This design comes from an exercise in tuning for small area, a short achievable clock period and few clock cycles per item on the open sky130 flow, not from production work.
Function was checked by simulation only, so behaviour that the tests miss may differ from the original.
Power and IR drop assume default switching activity.

## pga16
module pga16 (
    input  wire        clk,
    input  wire        rst,           
    input  wire        host_we,
    input  wire [3:0]  host_addr,
    input  wire [31:0] host_wdata,
    output reg  [31:0] host_rdata,
    output wire        mem_valid,
    output wire        mem_we,
    output wire [31:0] mem_addr,
    output wire [7:0]  mem_wdata,
    input  wire        mem_ready,
    input  wire [7:0]  mem_rdata,
    input  wire        mem_err
);
    localparam RN_BUF_BASE = 4'd0;
    localparam RN_BUF_LEN  = 4'd1;
    localparam RN_GAIN     = 4'd2;
    localparam RN_CTRL     = 4'd3;
    localparam RN_CMD      = 4'd4;
    localparam RN_STATUS   = 4'd5;
    localparam RN_PROGRESS = 4'd6;
    localparam ERR_ILLEGAL_CMD = 3'd1;
    localparam ERR_NULL_BUFFER = 3'd2;
    localparam ERR_GAIN_INF    = 3'd3;
    localparam ERR_ADDR_RANGE  = 3'd4;
    localparam ERR_MEM_FAULT   = 3'd5;
    reg [31:0] buf_base;
    reg [31:0] buf_len;
    reg [31:0] gain;
    reg        buf_valid;
    reg        st_busy, st_done, st_err, st_odd;
    reg [2:0]  st_errcode;
    reg [30:0] idx;
    reg [31:0] ad;                    
    reg [30:0] w_nwin;
    reg        w_sg;                  
    reg [23:0] w_m;                   
    reg [5:0]  w_sh;                  
    reg        act;                   
    reg [1:0]  ph;                    
    reg [39:0] pr;                    
    always @* begin
        case (host_addr)
            RN_BUF_BASE: host_rdata = buf_base;
            RN_BUF_LEN:  host_rdata = buf_len;
            RN_GAIN:     host_rdata = gain;
            RN_CTRL:     host_rdata = {31'd0, buf_valid};
            RN_STATUS:   host_rdata = {24'd0, 1'b0, st_errcode, st_odd, st_err, st_done, st_busy};
            RN_PROGRESS: host_rdata = {1'b0, idx};
            default:     host_rdata = 32'd0;
        endcase
    end
    wire        cmd_wr    = host_we && (host_addr == RN_CMD) && !st_busy;
    wire        stat_wr   = host_we && (host_addr == RN_STATUS);
    wire        range_bad = over_2_32(buf_base, buf_len);
    reg  [2:0]  cmd_code;             
    always @* begin
        if (host_wdata != 32'h0000_0001)
            cmd_code = ERR_ILLEGAL_CMD;
  ...
==> flow/config.mk <==
export PLATFORM = sky130hd
export DESIGN_NAME = pga16
export DESIGN_NICKNAME = pga16
export VERILOG_FILES = /design/flow/design.v
export SDC_FILE = /design/flow/constraint.sdc
export NUM_CORES = 4
export LEC_CHECK = 0
export ABC_AREA = 1
export CAP_MARGIN = 20
export CORE_MARGIN = 2
export CORE_UTILIZATION = 40
export CTS_BUF_LIST = sky130_fd_sc_hd__clkbuf_8
export CTS_CLUSTER_SIZE = 30
export SLEW_MARGIN = 20
==> flow/constraint.sdc <==
create_clock -name core_clock -period 33.0 [get_ports {clk}]
set_input_delay 6.6000 -clock core_clock [delete_from_list [all_inputs] [get_ports {clk}]]
set_output_delay 6.6000 -clock core_clock [all_outputs]
set_load 0.01 [all_outputs]
standard.sh (not shown) runs the stock make flow with config.mk's settings and CLKGATE_MAP_FILE= SYNTH_SCRIPT=/design/flow/synth_recipe.tcl, a recipe that flattens the netlist after the stock synthesis.
==> flow/flow/run.sh <==
#!/bin/bash
# The standard layout (standard.sh), with these changes to how it is made:
#  - the port buffers are buf_2 cells instead of the default delay-buffer cell;
#  - repair_timing works with a setup margin, so that it shortens the longest
#    paths although the 33 ns clock leaves them slack.
# The make output goes to make_finish.log in this folder; ORFS keeps each
# step's log under orfs/logs.
set -euo pipefail
work=$PWD
rm -rf "$work/scripts"
cp -r "$FLOW_HOME/scripts" "$work/scripts"
cp "$work/flow/abc_area.script" "$work/scripts/abc_area.script"
bash standard.sh SCRIPTS_DIR="$work/scripts" \
    BUFFER_PORTS_ARGS="-buffer_cell sky130_fd_sc_hd__buf_2" \
    SETUP_SLACK_MARGIN=18.0 finish > make_finish.log 2>&1
==> flow/flow/abc_area.script <==
strash
dch
map -a
strash
dch
map -a
strash
dch
map -a
topo
stime -c
buffer -c
upsize -c
dnsize -c
Testbench counts at the start, summed over its fixed seeds: cycles 36,384, windows 8,872.
==> next run, changes <==
==> flow/flow/run.sh (replaced) <==
#!/bin/bash
set -euo pipefail
bash standard.sh BUFFER_PORTS_ARGS="-buffer_cell sky130_fd_sc_hd__buf_2" finish > make_finish.log 2>&1
Settings changed: CTS_BUF_LIST sky130_fd_sc_hd__clkbuf_8 to unset, CTS_CLUSTER_SIZE 30 to unset.
removed: flow/flow/abc_area.script
Synthesized cell count came out higher by about 10%.
Sequential power came out lower by about 3%.
Clock power came out higher by about 3%.
Routed wire length came out higher by 5.3%.
Cell area came out higher by about 4%.
Core utilization came out lower by 0.26 points.
Non-clock buffer count does not change.
Critical path depth came out lower by 2.
Total power came out lower by 8.3%.
Die area came out higher by about 4.6%.
==> next run, changes <==
==> flow/flow/run.sh (replaced) <==
#!/bin/bash
# The standard layout (standard.sh), with these changes to how it is made:
#  - the port buffers are buf_2 cells instead of the default delay-buffer cell;
#  - repair_timing works with a setup margin, so that it shortens the longest
#    paths although the 33 ns clock leaves them slack.
# The make output goes to make_finish.log in this folder; ORFS keeps each
# step's log under orfs/logs.
set -euo pipefail
work=$PWD
rm -rf "$work/scripts"
cp -r "$FLOW_HOME/scripts" "$work/scripts"
cp "$work/flow/abc_area.script" "$work/scripts/abc_area.script"
bash standard.sh SCRIPTS_DIR="$work/scripts" \
    BUFFER_PORTS_ARGS="-buffer_cell sky130_fd_sc_hd__buf_2" \
    SETUP_SLACK_MARGIN=18.5 finish > make_finish.log 2>&1
==> flow/flow/abc_area.script (new file) <==
strash
dch
map -a
strash
dch
map -a
strash
dch
map -a
topo
stime -c
buffer -c
upsize -c
dnsize -c
Settings changed: CTS_BUF_LIST set to sky130_fd_sc_hd__clkbuf_8, CTS_CLUSTER_SIZE set to 30.
Fmax went up by 7.6%.
Design area went down by 1.6%.
Total power went up by 11%.
Worst setup slack is better by 1.1 ns.
Synthesized area went down by 4.5%.
Register-to-register slack is better by 0.14 ns.
Utilization went up by 1.4 points.
==> next run, changes <==
Settings changed: CORE_UTILIZATION 40 to 55, CTS_CLUSTER_DIAMETER set to 60, CTS_CLUSTER_SIZE 30 to 12.
Cell count is lower by about 8%.
First-iteration DRC count decreases by 6.6%.
Sequential power stays flat.
Combinational power hardly moves.
Power falls by about 6%.
Die area drops by about 27%.
Design area goes down by 3.9%.
Core utilization rises by 15 points.
Routed wire length goes down by about 4%.
Setup slack loses 0.018 ns.
Synthesized cell count stays the same.

---

trial 25:
Another version of the RTL of pga16 (not shown whole).
Size: roughly 2600 cells after synthesis, about 270 flip-flops, about 21000 µm² of cells after synthesis.
clock: 33.0 ns
lec_check: 0
abc_area: 1
cap_margin: 20
core_margin: 2
core_utilization: 40
slew_margin: 20
run.sh (not shown) runs the stock make flow with config.mk's settings and CLKGATE_MAP_FILE= SYNTH_SCRIPT=/design/flow/synth_recipe.tcl, a recipe that flattens the netlist after the stock synthesis.
Stock flow here: none of the scripts above is used.
Trial 25 finished all stages; the layout is clean.
Testbench counts of trial 25, summed over its fixed seeds: cycles 36,384, windows 8,872.
Changes in trial 64 relative to trial 25:
==> flow/flow/run.sh (new file) <==
#!/bin/bash
set -euo pipefail
bash standard.sh BUFFER_PORTS_ARGS="-buffer_cell sky130_fd_sc_hd__buf_2" finish > make_finish.log 2>&1
==> flow/standard.sh (new file) <==
#!/bin/bash
# synth_recipe.tcl (not shown) runs the flow's synth.tcl, then flattens the netlist and writes it again
# the make line also repeats each setting of config.mk as NAME=value (left out here)
make -C /OpenROAD-flow-scripts/flow DESIGN_CONFIG=/design/flow/config.mk WORK_HOME=/design/flow/orfs CLKGATE_MAP_FILE= SYNTH_SCRIPT=/design/flow/synth_recipe.tcl "${@:-finish}"
removed: flow/run.sh
## What came out
Diff trial 25 -> trial 64: max-slew headroom at the worst pin picked up an extra 5.6 points; number of standard cells in the final layout excluding fillers neither gained nor lost much; combinational cell fraction of total power lost 1.3 points; cell area after placement lost about 2.5%; global routing usage summed across all routing layers lost 0.18 points. Summary of trial 64 over trial 25: synthesis-to-finish area growth has decreased; final instance area fell 440 µm²; routability congestion estimate rose about 1.3%. Against trial 25, trial 64 reports a total design power that is higher. On final critical-path required period, trial 25 loses to trial 64.

---

pga16 with an RTL version that a note above also has.
For scale: ~2300 cells after synthesis, roughly 120 I/O pins.
Settings: LEC_CHECK=0, ABC_AREA=1, CAP_MARGIN=20, CORE_MARGIN=2, CORE_UTILIZATION=40, CTS_BUF_LIST=sky130_fd_sc_hd__clkbuf_8, CTS_CLUSTER_DIAMETER=60, CTS_CLUSTER_SIZE=12, SLEW_MARGIN=20; clock period 33.0 ns.
standard.sh (not shown) runs the stock make flow with config.mk's settings and CLKGATE_MAP_FILE= SYNTH_SCRIPT=/design/flow/synth_recipe.tcl, a recipe that flattens the netlist after the stock synthesis.
==> flow/flow/run.sh <==
#!/bin/bash
# The standard layout (standard.sh), with these changes to how it is made:
#  - the port buffers are buf_1 cells instead of the default delay-buffer cell;
#  - repair_timing works with a setup margin, so that it shortens the longest
#    paths although the 33 ns clock leaves them slack.
# The make output goes to make_finish.log in this folder; ORFS keeps each
# step's log under orfs/logs.
set -euo pipefail
work=$PWD
rm -rf "$work/scripts"
cp -r "$FLOW_HOME/scripts" "$work/scripts"
cp "$work/flow/abc_area.script" "$work/scripts/abc_area.script"
bash standard.sh SCRIPTS_DIR="$work/scripts" \
    BUFFER_PORTS_ARGS="-buffer_cell sky130_fd_sc_hd__buf_1" \
    SETUP_SLACK_MARGIN=18.5 finish > make_finish.log 2>&1
==> flow/flow/abc_area.script <==
strash
dch
map -a
strash
dch
map -a
strash
dch
map -a
topo
stime -c
buffer -c
upsize -c
dnsize -c
The first run completed without violations.
Testbench counts at the start, summed over its fixed seeds: cycles 36,384, windows 8,872.
Edit:
==> flow/flow/run.sh (replaced) <==
#!/bin/bash
# The standard layout, with two changes to how it is made:
#  - the port buffers are buf_2 cells instead of the default delay-buffer cell;
#  - repair_timing works with a setup margin, so that it shortens the longest
#    paths although the 33 ns clock leaves them slack.
# The make output goes to make_finish.log in this folder; ORFS keeps each
# step's log under orfs/logs.
set -euo pipefail
bash standard.sh BUFFER_PORTS_ARGS="-buffer_cell sky130_fd_sc_hd__buf_2" \
    SETUP_SLACK_MARGIN=19 finish > make_finish.log 2>&1
--- a/flow/config.mk
+++ b/flow/config.mk
@@ -11,5 +11,2 @@
 export CORE_UTILIZATION = 40
-export CTS_BUF_LIST = sky130_fd_sc_hd__clkbuf_8
-export CTS_CLUSTER_DIAMETER = 60
-export CTS_CLUSTER_SIZE = 12
 export SLEW_MARGIN = 20
removed: flow/flow/abc_area.script
Result:
- The new run produced a clean layout
- critical path depth goes down by 1
- total power goes up by 3.9%
- flip-flop and latch count does not change
- routed wire length goes up by 10%

---

pga16, a different RTL version from the one above (not shown whole).
Size in the first run: about 2200 cells after synthesis, ~120 I/O pins.
Design pga16, start of the top module:
module pga16 (
    input  wire        clk,
    input  wire        rst,           
    input  wire        host_we,
    input  wire [3:0]  host_addr,
    input  wire [31:0] host_wdata,
    output reg  [31:0] host_rdata,
    output wire        mem_valid,
    output wire        mem_we,
    output wire [31:0] mem_addr,
    output wire [7:0]  mem_wdata,
    input  wire        mem_ready,
    input  wire [7:0]  mem_rdata,
    input  wire        mem_err
);
==> flow/config.mk <==
export PLATFORM = sky130hd
export DESIGN_NAME = pga16
export DESIGN_NICKNAME = pga16
export VERILOG_FILES = /design/flow/design.v
export SDC_FILE = /design/flow/constraint.sdc
export NUM_CORES = 4
export LEC_CHECK = 0
export ABC_AREA = 1
export CAP_MARGIN = 20
export CORE_MARGIN = 2
export CORE_UTILIZATION = 40
export CTS_BUF_LIST = sky130_fd_sc_hd__clkbuf_8
export CTS_CLUSTER_DIAMETER = 60
export CTS_CLUSTER_SIZE = 12
export SLEW_MARGIN = 20
==> flow/constraint.sdc <==
create_clock -name core_clock -period 33.0 [get_ports {clk}]
set_input_delay 6.6000 -clock core_clock [delete_from_list [all_inputs] [get_ports {clk}]]
set_output_delay 6.6000 -clock core_clock [all_outputs]
set_load 0.01 [all_outputs]
==> flow/flow/run.sh <==
#!/bin/bash
# The standard layout (standard.sh), with these changes to how it is made:
#  - synthesis runs from a copy of ORFS's scripts folder in which
#    * Yosys's synth skips its quick ABC pass before the adder extraction
#      (synth -run fine: -noabc), so the full adders written in the RTL reach
#      extract_fa as written, and
#  - the port buffers are buf_1 cells instead of the default delay-buffer cell;
#  - repair_timing works with a setup margin, so that it shortens the longest
#    paths although the 33 ns clock leaves them slack.
# The make output goes to make_finish.log in this folder; ORFS keeps each
# step's log under orfs/logs.
set -euo pipefail
work=$PWD
rm -rf "$work/scripts"
cp -r "$FLOW_HOME/scripts" "$work/scripts"
cp "$work/flow/abc_area.script" "$work/scripts/abc_area.script"
sed -i 's/-run fine: {\*}\$synth_full_args/-run fine: -noabc {*}$synth_full_args/' "$work/scripts/synth.tcl"
grep -q -- '-run fine: -noabc' "$work/scripts/synth.tcl"
bash standard.sh SCRIPTS_DIR="$work/scripts" \
    BUFFER_PORTS_ARGS="-buffer_cell sky130_fd_sc_hd__buf_1" \
    SETUP_SLACK_MARGIN=18.2 finish > make_finish.log 2>&1
==> flow/flow/abc_area.script <==
strash
dch
map -a
strash
dch
map -a
strash
dch
map -a
topo
stime -c
dnsize -c
The first run went through all stages and came out clean.
Testbench counts at the start, summed over its fixed seeds: cycles 36,384, windows 8,872.
==> next run, changes <==
--- a/flow/flow/run.sh
+++ b/flow/flow/run.sh
@@ -19,3 +19,3 @@
 bash standard.sh SCRIPTS_DIR="$work/scripts" \
     BUFFER_PORTS_ARGS="-buffer_cell sky130_fd_sc_hd__buf_1" \
-    SETUP_SLACK_MARGIN=18.2 finish > make_finish.log 2>&1
+    SETUP_SLACK_MARGIN=18.5 finish > make_finish.log 2>&1
==> flow/flow/abc_area.script (replaced) <==
strash
dch
map -a
strash
dch
map -a
strash
dch
map -a
topo
stime -c
buffer -c
upsize -c
dnsize -c
Effect: The changed run finished clean; register-to-register slack improved by 210 ps; wire length came out higher by a little under a tenth; power came out higher slightly; sequential power barely changes; cell area came out higher slightly; via count came out higher slightly; die area came out higher by a few percent; combinational power came out higher by a few percent.
==> next run, changes <==
--- a/flow/flow/run.sh
+++ b/flow/flow/run.sh
@@ -19,3 +19,3 @@
 bash standard.sh SCRIPTS_DIR="$work/scripts" \
     BUFFER_PORTS_ARGS="-buffer_cell sky130_fd_sc_hd__buf_1" \
-    SETUP_SLACK_MARGIN=18.5 finish > make_finish.log 2>&1
+    SETUP_SLACK_MARGIN=18.65 finish > make_finish.log 2>&1
==> flow/flow/abc_area.script (replaced) <==
strash
dch
map -a
strash
dch
map -a
strash
dch
map -a
topo
stime -c
dnsize -c
The new run completed with no timing, DRC or antenna violations.
Routed wire length shrinks by a few percent.
Setup slack gets worse by 52 ps.
Die area shrinks by a few percent.
Core utilization goes up by 2.3 points.
Synthesized area is lower by a few percent.
Fmax is lower slightly.
Register-to-register slack gains 320 ps.
==> next run, changes <==
--- a/flow/flow/run.sh
+++ b/flow/flow/run.sh
@@ -19,3 +19,3 @@
 bash standard.sh SCRIPTS_DIR="$work/scripts" \
     BUFFER_PORTS_ARGS="-buffer_cell sky130_fd_sc_hd__buf_1" \
-    SETUP_SLACK_MARGIN=18.65 finish > make_finish.log 2>&1
+    SETUP_SLACK_MARGIN=18.5 finish > make_finish.log 2>&1
CORE_UTILIZATION = 55   (was 40)
The new run finished with timing, DRC and antenna clean.
Cell area falls by about 3.7%.
Setup slack is better by 57 ps.
Global-route usage rises by 8.3 points.
Via count is about the same.
Clock-buffer cell count goes up by 1.
Critical path depth grows by 1.
==> next run, changes <==
--- a/flow/flow/run.sh
+++ b/flow/flow/run.sh
@@ -19,3 +19,3 @@
 bash standard.sh SCRIPTS_DIR="$work/scripts" \
     BUFFER_PORTS_ARGS="-buffer_cell sky130_fd_sc_hd__buf_1" \
-    SETUP_SLACK_MARGIN=18.5 finish > make_finish.log 2>&1
+    SETUP_SLACK_MARGIN=18.8 finish > make_finish.log 2>&1
CORE_UTILIZATION = 40   (was 55)
The changed run ran to the end with no violations.
Routed wire length increases by 2.7%.
Synthesized cell count is unchanged.
Worst setup slack loses 14 ps.
Core utilization is lower by 16 points.
==> next run, changes <==
--- a/flow/flow/run.sh
+++ b/flow/flow/run.sh
@@ -19,3 +19,3 @@
 bash standard.sh SCRIPTS_DIR="$work/scripts" \
     BUFFER_PORTS_ARGS="-buffer_cell sky130_fd_sc_hd__buf_1" \
-    SETUP_SLACK_MARGIN=18.8 finish > make_finish.log 2>&1
+    SETUP_SLACK_MARGIN=18.5 finish > make_finish.log 2>&1
Core utilization came out lower by 1.5 points.
Maximum frequency barely changes.
Wire length came out lower slightly.

-- separate check: timing with driven ports --
Ports are ideal in the flow. The routed layouts listed here were re-timed in OpenROAD. Step 1 assumes that a clkbuf_16 drives the clock port and a buf_2 every other input. Step 2 moves the port delays by t, midway between the first and last clock arrival at a register: inputs arrive t later, outputs are due t later. That takes back most of the time a late clock gives input paths. Slacks: ideal / step 1 / step 2; pairs: ideal / step 1.
run	t (ns)	slack for setup (ns)	hold slack, ns	cell pins on the clock port's net
the first run of note 1	0.686	18.132 / 18.087 / 18.087	0.386 / 0.386 / 0.386	1
the second run of note 1	0.595	17.400 / 17.381 / 17.381	0.430 / 0.430 / 0.430	1
the third run of note 1	0.690	18.504 / 18.454 / 18.454	0.383 / 0.383 / 0.383	1
the fourth run of note 1	0.662	18.486 / 18.463 / 18.463	0.419 / 0.419 / 0.419	1
trial 25	0.651	16.454 / 16.424 / 16.424	0.439 / 0.439 / 0.439	1
trial 64	0.663	17.808 / 17.736 / 17.736	0.443 / 0.443 / 0.443	1
the first run of note 3	0.712	18.534 / 18.486 / 18.486	0.435 / 0.435 / 0.435	1
the second run of note 3	0.603	18.598 / 18.541 / 18.541	0.425 / 0.425 / 0.425	1
the first run of note 4	0.674	18.270 / 18.186 / 18.186	0.441 / 0.441 / 0.441	1
the second run of note 4	0.699	18.515 / 18.459 / 18.459	0.434 / 0.434 / 0.434	1
the third run of note 4	0.653	18.463 / 18.423 / 18.423	0.443 / 0.443 / 0.443	1
the fourth run of note 4	0.651	18.520 / 18.472 / 18.409	0.443 / 0.443 / 0.443	1
the fifth run of note 4	0.683	18.506 / 18.465 / 18.465	0.440 / 0.440 / 0.440	1
the sixth run of note 4	0.706	18.521 / 18.492 / 18.434	0.441 / 0.441 / 0.441	1
After both steps setup and hold are still met in every run listed. The setup slack of the fourth run of note 4, which loses most, moves by -0.048 ns with the drivers and by -0.111 ns with both steps.
